This is an optimization exercise on Yosys and OpenROAD, whose aim is small area, a short achievable clock period and few clock cycles, not a production implementation.
At most, simulation tests tie the RTL to the original design; equivalence was not proved.
Power figures rest on the tool's default switching activity, not on a simulated workload.

Setup of job 3707:
// fb_blit
module fb_blit (
    input  wire        clk,
    input  wire        rst,
    input  wire        cmd_valid,
    output wire        cmd_ready,
    input  wire [7:0]  cmd_op,
    input  wire [2:0]  cmd_mode,
    input  wire [1:0]  cmd_color,
    input  wire [15:0] cmd_arg0,
    input  wire [15:0] cmd_arg1,
    input  wire [15:0] cmd_arg2,
    input  wire [15:0] cmd_arg3,
    input  wire [15:0] cmd_arg4,
    input  wire [15:0] cmd_arg5,
    output wire        res_re,
    output wire [15:0] res_addr,
    input  wire [7:0]  res_rdata,
    output wire        fb_re,
    output wire [9:0]  fb_raddr,
    input  wire [7:0]  fb_rdata,
    output reg         fb_we,
    output reg  [9:0]  fb_waddr,
    output reg  [7:0]  fb_wdata
);
For scale: roughly 180 I/O pins.
export LEC_CHECK = 0
export ABC_CLOCK_PERIOD_IN_PS = 3000
export CAP_MARGIN = 20
export CORE_MARGIN = 2
export CORE_UTILIZATION = 40
export SLEW_MARGIN = 20
create_clock -name core_clock -period 12.0 [get_ports {clk}]
standard.sh (not shown) runs the stock make flow with config.mk's settings and CLKGATE_MAP_FILE= SYNTH_SCRIPT=/design/flow/synth_recipe.tcl, a recipe that flattens the netlist after the stock synthesis.
==> flow/flow/run.sh <==
#!/bin/bash
# Standard layout, with plain buffers (not delay cells) on the ports.
set -euo pipefail
export BUFFER_PORTS_ARGS="-buffer_cell sky130_fd_sc_hd__buf_2"
bash standard.sh > flow.log 2>&1
Setup changes, job 3707 to job 9222
Settings: ABC_CLOCK_PERIOD_IN_PS no longer set, was 3000.
==> flow/flow/run.sh <==
#!/bin/bash
# Standard layout with plain port buffers; timing repair aims for 8 ns of setup slack.
set -euo pipefail
export BUFFER_PORTS_ARGS="-buffer_cell sky130_fd_sc_hd__buf_2"
export SETUP_SLACK_MARGIN=8
bash standard.sh > flow.log 2>&1
Notes after the runs:
Comparing job 9222 and job 3707, the higher overall power after layout was measured on job 9222.
The sequential group share of total power reported for job 9222 is smaller than that of job 3707 by 0.9 points.
Utilization job 3707 -> job 9222: up
Against job 3707, job 9222 reports a flip-flop and latch share of the layout cell area that is lower.
When job 9222 is measured against job 3707, its number of cells on the critical path turns out 2 lower.
| clock transition time at the flip-flop clock pins of the worst setup and hold paths | job 9222 vs job 3707 | ≈ equal |
Switching power share of the total: job 9222 and job 3707 compared, higher one is job 3707
Compared with job 3707, global-route wire length before repair in job 9222 increased by a few percent.
Comparing global-route total usage across every layer for job 9222 and job 3707, the bigger number came from job 9222.
For routed length on met2, dividing the value from job 3707 by the value from job 9222 gives 0.934.
Proportion of cell area spent on the clock network ended up 0.43 points lower on job 9222 than on job 3707.
[inputs] job 818 vs job 9222
Settings: ABC_CLOCK_PERIOD_IN_PS now 4500, previously not set.
==> flow/flow/run.sh <==
#!/bin/bash
# Standard layout, with plain buffers (not delay cells) on the ports.
set -euo pipefail
export BUFFER_PORTS_ARGS="-buffer_cell sky130_fd_sc_hd__buf_2"
bash standard.sh > flow.log 2>&1
## What came out
- Taking job 9222 as the reference, in job 818 first-pass GRT wire length went down about 4.5%, non-clock buffer count went down 22%.
- From job 9222 to job 818 the numbers moved as follows: fmax shows a reduction of about 20%; final critical delay including setup and external delays now larger; relative area change from synthesis to final layout went down; global-route usage down 1.1 points; total non-filler cell area in the finished layout now smaller.
- The run with more setup slack is job 9222; job 818 has less.
Function was not checked in any run of this note: the RTL went through the layout flow alone.

---

Setup of run 1:
Another version of the RTL of fb_blit (not shown whole).
Size: ~200 flip-flops.
Settings: LEC_CHECK=0, CAP_MARGIN=20, CORE_MARGIN=2, CORE_UTILIZATION=40, SLEW_MARGIN=20; clock period 12.0 ns.
==> flow/flow/run.sh <==
#!/bin/bash
# Standard layout with the smallest plain buffers on the ports; timing repair
# aims for 8.5 ns of setup slack.
set -euo pipefail
export BUFFER_PORTS_ARGS="-buffer_cell sky130_fd_sc_hd__buf_1"
export SETUP_SLACK_MARGIN=8.5
bash standard.sh > flow.log 2>&1
Changes in run 2 relative to run 1:
Settings: CTS_BUF_LIST now sky130_fd_sc_hd__clkbuf_8, previously not set.
==> results.txt <==
- Run 2 was carried through to the last stage, and its layout satisfied the timing, DRC and antenna checks.
- In terms of number of setup violations in the final report, run 2 and run 1 differ only marginally.
- Looking at post-route met1 wirelength, run 2 sits about 3.3% below run 1.
- The run showing the smaller count of buffers not belonging to the clock network in the layout is run 1.
- Run 2: multi-input gate share of the layout cell area is 0.22 points higher than what run 1 reported.
- Run 2: fraction of the core area covered by cells at the end of the flow 0.35 points below run 1
- Against run 1, run 2 reports a final routed wire length divided by cell count that is lower.
- Diff run 1 -> run 2 | relative contribution of combinational cells to total power | increase of 1.1 points
- Between run 1 and run 2, slew of the pin with the lowest slew margin increased.
Here is what was changed in the inputs of run 3 compared with run 2.
Settings: clearing CTS_BUF_LIST, which used to be sky130_fd_sc_hd__clkbuf_8.
==> flow/flow/run.sh <==
#!/bin/bash
# Standard layout with the smallest plain buffers on the ports; timing repair
# aims for 9.0 ns of setup slack.
set -euo pipefail
export BUFFER_PORTS_ARGS="-buffer_cell sky130_fd_sc_hd__buf_1"
export SETUP_SLACK_MARGIN=9.0
bash standard.sh > flow.log 2>&1
Notes after the runs:
On design area, run 2 beats run 3.
Going from run 2 to run 3, the fraction of layout cells with a size suffix above 1 was found to have gone up by 6.2 points.
Between run 2 and run 3, the register area does not differ in any meaningful way.
[compare] base=run 2 new=run 3: global-route wire length before repair went up; final period utilization rose by 0.33 points.
Run 3 ended with more relative contribution of combinational cells to total power than run 2.
The portion of total power attributed to the clock network in run 3 sits 1.0 points below the value recorded for run 2.
Route | run 3 vs run 2 | wire longer in run 3
Via count went up slightly going from run 2 to run 3.
[inputs] run 4 vs run 3
==> flow/flow/run.sh <==
#!/bin/bash
# Standard layout with the smallest plain buffers on the ports; timing repair
# aims for 7.0 ns of setup slack.
set -euo pipefail
export BUFFER_PORTS_ARGS="-buffer_cell sky130_fd_sc_hd__buf_1"
export SETUP_SLACK_MARGIN=7.0
bash standard.sh > flow.log 2>&1
==> results.txt <==
Of run 4 and run 3, run 3 shows the higher final cell area excluding filler cells, with run 4 below it.
Run 4 consumes less power than run 3 does.
Core utilization ended up 10 points lower on run 4 than on run 3.
Relative to run 3, the synthesis-to-finish area growth of run 4 is lower by 25 points.
No run of this note included a check of the RTL's function; only the layout flow was run.

---

## old
Another version of the RTL of fb_blit (not shown whole).
For scale: roughly 1,500 cells after synthesis, roughly 200 flip-flops, about 13,000 sq um of cells after synthesis.
export LEC_CHECK = 0
export CAP_MARGIN = 20
export CORE_MARGIN = 2
export CORE_UTILIZATION = 60
export CTS_BUF_LIST = sky130_fd_sc_hd__clkbuf_8
export CTS_CLUSTER_SIZE = 25
export SLEW_MARGIN = 20
create_clock -name core_clock -period 12.0 [get_ports {clk}]
==> flow/flow/run.sh <==
#!/bin/bash
# Standard layout with the smallest plain buffers on the ports; timing repair
# aims for 8.0 ns of setup slack.
set -euo pipefail
export BUFFER_PORTS_ARGS="-buffer_cell sky130_fd_sc_hd__buf_1"
export SETUP_SLACK_MARGIN=8.0
bash standard.sh > flow.log 2>&1
Testbench counts of old, summed over its fixed seeds: cycles 33,382.
### old -> new
Settings: CTS_CLUSTER_SIZE removed (was 25).
==> flow/flow/run.sh <==
#!/bin/bash
# Standard layout with the smallest plain buffers on the ports; timing repair
# aims for 8.3 ns of setup slack.
set -euo pipefail
export BUFFER_PORTS_ARGS="-buffer_cell sky130_fd_sc_hd__buf_1"
export SETUP_SLACK_MARGIN=8.3
bash standard.sh > flow.log 2>&1
[summary]
- Upper clock frequency limit (new vs. old) increases slightly
- Diff old and new: utilization higher in new
- new improves on old in overall power of the completed layout.
- Comparing portion of the clock cycle consumed by the worst path in the final layout for old and new, the bigger number came from old.
- From old to new the numbers moved as follows: shortest period the worst path allows went down 0.072 ns; overall fraction of global-route tracks in use went up 1.4 points.
- Of old and new, the run reporting the higher count of inserted antenna diode cells was old.
- Diff old -> new | worst-case setup slack after placement | increase of 0.098 ns
- Arrival time of the worst setup path was lower in the run labelled new.
- met2 capacity usage during global routing on new is up relative to old.

---

fb_blit with an RTL version that a note above also has.
For scale: roughly 1500 cells after synthesis, ~190 flip-flops, about 180 I/O pins.
export LEC_CHECK = 0
export CAP_MARGIN = 20
export CORE_MARGIN = 2
export CORE_UTILIZATION = 40
export SLEW_MARGIN = 20
create_clock -name core_clock -period 12.0 [get_ports {clk}]
==> flow/flow/run.sh <==
#!/bin/bash
# Standard layout, with plain buffers (not delay cells) on the ports.
set -euo pipefail
export BUFFER_PORTS_ARGS="-buffer_cell sky130_fd_sc_hd__buf_2"
bash standard.sh > flow.log 2>&1
Change:
==> flow/flow/run.sh (replaced) <==
#!/bin/bash
# Standard layout with the smallest plain buffers on the ports.
set -euo pipefail
export BUFFER_PORTS_ARGS="-buffer_cell sky130_fd_sc_hd__buf_1"
bash standard.sh > flow.log 2>&1
- CTS_BUF_LIST: not set -> sky130_fd_sc_hd__clkbuf_8
Final cell count stays the same.
Via count went up by about 0.6%.
Core utilization went down by 1.1 points.
Wire length stays flat.
Synthesized area does not change.
Die area stays the same.
First-iteration DRC count went up by 0.34%.
Global-route usage barely changes.
Maximum frequency went up by about 1.5%.
Setup slack improves by 0.077 ns.
Function was not checked in any run of this note: the RTL went through the layout flow alone.

---

## xenon
fb_blit with an RTL version that a note above also has.
Size in the first run: roughly 1500 cells after synthesis, ~200 flip-flops, about 180 I/O pins, ~0.013 sq mm of cells after synthesis.
==> flow/config.mk <==
export PLATFORM = sky130hd
export DESIGN_NAME = fb_blit
export DESIGN_NICKNAME = fb_blit
export VERILOG_FILES = /design/flow/design.v
export SDC_FILE = /design/flow/constraint.sdc
export NUM_CORES = 4
export LEC_CHECK = 0
export CAP_MARGIN = 20
export CORE_MARGIN = 2
export CORE_UTILIZATION = 70
export CTS_BUF_LIST = sky130_fd_sc_hd__clkbuf_8
export SLEW_MARGIN = 20
==> flow/constraint.sdc <==
create_clock -name core_clock -period 12.0 [get_ports {clk}]
set_input_delay 2.4000 -clock core_clock [delete_from_list [all_inputs] [get_ports {clk}]]
set_output_delay 2.4000 -clock core_clock [all_outputs]
set_load 0.01 [all_outputs]
==> flow/flow/run.sh <==
#!/bin/bash
# Standard layout with the smallest plain buffers on the ports; timing repair
# aims for 8.0 ns of setup slack.
set -euo pipefail
export BUFFER_PORTS_ARGS="-buffer_cell sky130_fd_sc_hd__buf_1"
export SETUP_SLACK_MARGIN=8.0
bash standard.sh > flow.log 2>&1
Testbench counts of xenon, summed over its fixed seeds: cycles 33,382.
Setup changes, xenon to tundra
- swapping 70 for 60 in CORE_UTILIZATION
- putting CTS_CLUSTER_SIZE at 16 where nothing was set
## What came out
Summary — post-route minimum period, tundra relative to xenon: lower, by 0.063 ns.
Diff xenon -> tundra: critical path depth down 3, area growth from synthesis to layout went up by 0.90 points, final cell count grew by 59, worst setup slack went up 0.063 ns, share of cell area taken by flip-flops and latches went down by 0.23 points.
The inputs of fjord differ from those of tundra as listed below.
- CORE_UTILIZATION: 60 -> 40
- CTS_CLUSTER_SIZE: 16 -> unset
- CTS_BUF_LIST: sky130_fd_sc_hd__clkbuf_8 -> unset
## What came out
Timing, DRC, antenna: 0 failures across fjord and tundra. Compared with tundra, number of clock buffers in the layout in fjord decreased by more than a quarter. Non-clock buffer count ends up lower on tundra. Total power (higher): fjord. fjord: part of the power in registers is 2.3 points lower than what tundra reported. Endpoint of the worst setup timing path: fb_wdata[5] -> tundra, al[15] -> fjord. fjord: cell area is about 2.3% higher than what tundra reported. Compared with tundra, fjord supports a lower clock frequency. The power density relative to cell area in fjord sits 3.0% above the value recorded for tundra. Summary — number of well taps, fjord relative to tundra: higher, by 162. Core outline area of fjord exceeds that of tundra by more than a quarter. Taking tundra as the reference, in fjord number of cells on the critical path +9, average detailed-routed wire length per instance went down by 0.15 um.
Input-level comparison between maple and fjord:
- CTS_BUF_LIST now sky130_fd_sc_hd__clkbuf_16, previously not set
- CORE_UTILIZATION now 60, was 40
- CTS_CLUSTER_SIZE now 28, previously not set
==> comparison <==
On part of the power in the clock network: maple sits below fjord.
Diff fjord -> maple | worst setup slack after placement | decrease of 0.029 ns
Quantity of gates resized following cts ended up about 6.5% higher on maple than on fjord.
The hold slack on fjord is in line with that on maple.
Relative to fjord, post-CTS setup repair buffer count has gone up in maple.
Changes observed in maple relative to fjord: number of placed cells counting well taps went down about 8%, via count of the first global-routing pass comparable.

## what the ideal ports hide
The results above use ideal ports. As a check the final layouts listed here were re-extracted and re-timed, cells and wires unchanged. Step 1 (the two cells are an assumption about what drives the block):
set clk [get_ports {clk}]
set_driving_cell -lib_cell sky130_fd_sc_hd__clkbuf_16 $clk
set_driving_cell -lib_cell sky130_fd_sc_hd__buf_2 [delete_from_list [all_inputs] $clk]
Step 2, shift: input delay + t, output delay - t, t = (earliest + latest rising clock arrival at the registers) / 2. This alone moves slack from input paths to output paths. a / b / c = ideal ports / drivers / drivers and shift; a / b = the first two.
run	shift t [ns]	setup WS [ns]	worst setup path after step 2	clock arrival spread, ns	worst register clock-pin slew, ns
job 3707	0.504	6.910 / 6.910 / 6.910	register to register	0.018 / 0.017	0.08 / 0.08
job 9222	0.500	7.917 / 7.935 / 7.435	input to register	0.013 / 0.012	0.08 / 0.08
job 818	0.504	6.910 / 6.910 / 6.910	register to register	0.018 / 0.017	0.08 / 0.08
run 1	0.590	8.211 / 8.194 / 7.604	input to register	0.017 / 0.018	0.06 / 0.06
run 2	0.585	8.194 / 8.196 / 7.611	input to register	0.025 / 0.025	0.07 / 0.07
run 3	0.586	8.154 / 8.145 / 7.559	input to register	0.014 / 0.014	0.07 / 0.07
run 4	0.581	7.475 / 7.475 / 7.208	input to register	0.021 / 0.021	0.07 / 0.07
old	0.568	8.095 / 8.100 / 7.533	input to register	0.021 / 0.021	0.07 / 0.07
new	0.573	8.168 / 8.168 / 7.610	input to register	0.044 / 0.044	0.07 / 0.07
the first run of note 4	0.504	6.910 / 6.910 / 6.910	register to register	0.018 / 0.017	0.08 / 0.08
the second run of note 4	0.550	6.986 / 6.986 / 6.986	register to register	0.019 / 0.019	0.12 / 0.12
xenon	0.581	8.018 / 8.016 / 7.435	input to register	0.015 / 0.015	0.07 / 0.07
tundra	0.568	8.082 / 8.083 / 7.516	input to register	0.027 / 0.027	0.07 / 0.07
fjord	0.577	7.957 / 7.957 / 7.491	input to register	0.015 / 0.015	0.06 / 0.06
maple	0.573	8.045 / 8.045 / 7.511	input to register	0.015 / 0.015	0.07 / 0.07
After both steps setup and hold are still met in every run listed. The setup slack of run 1, which loses most, moves by -0.017 ns with the drivers and by -0.607 ns with both steps.
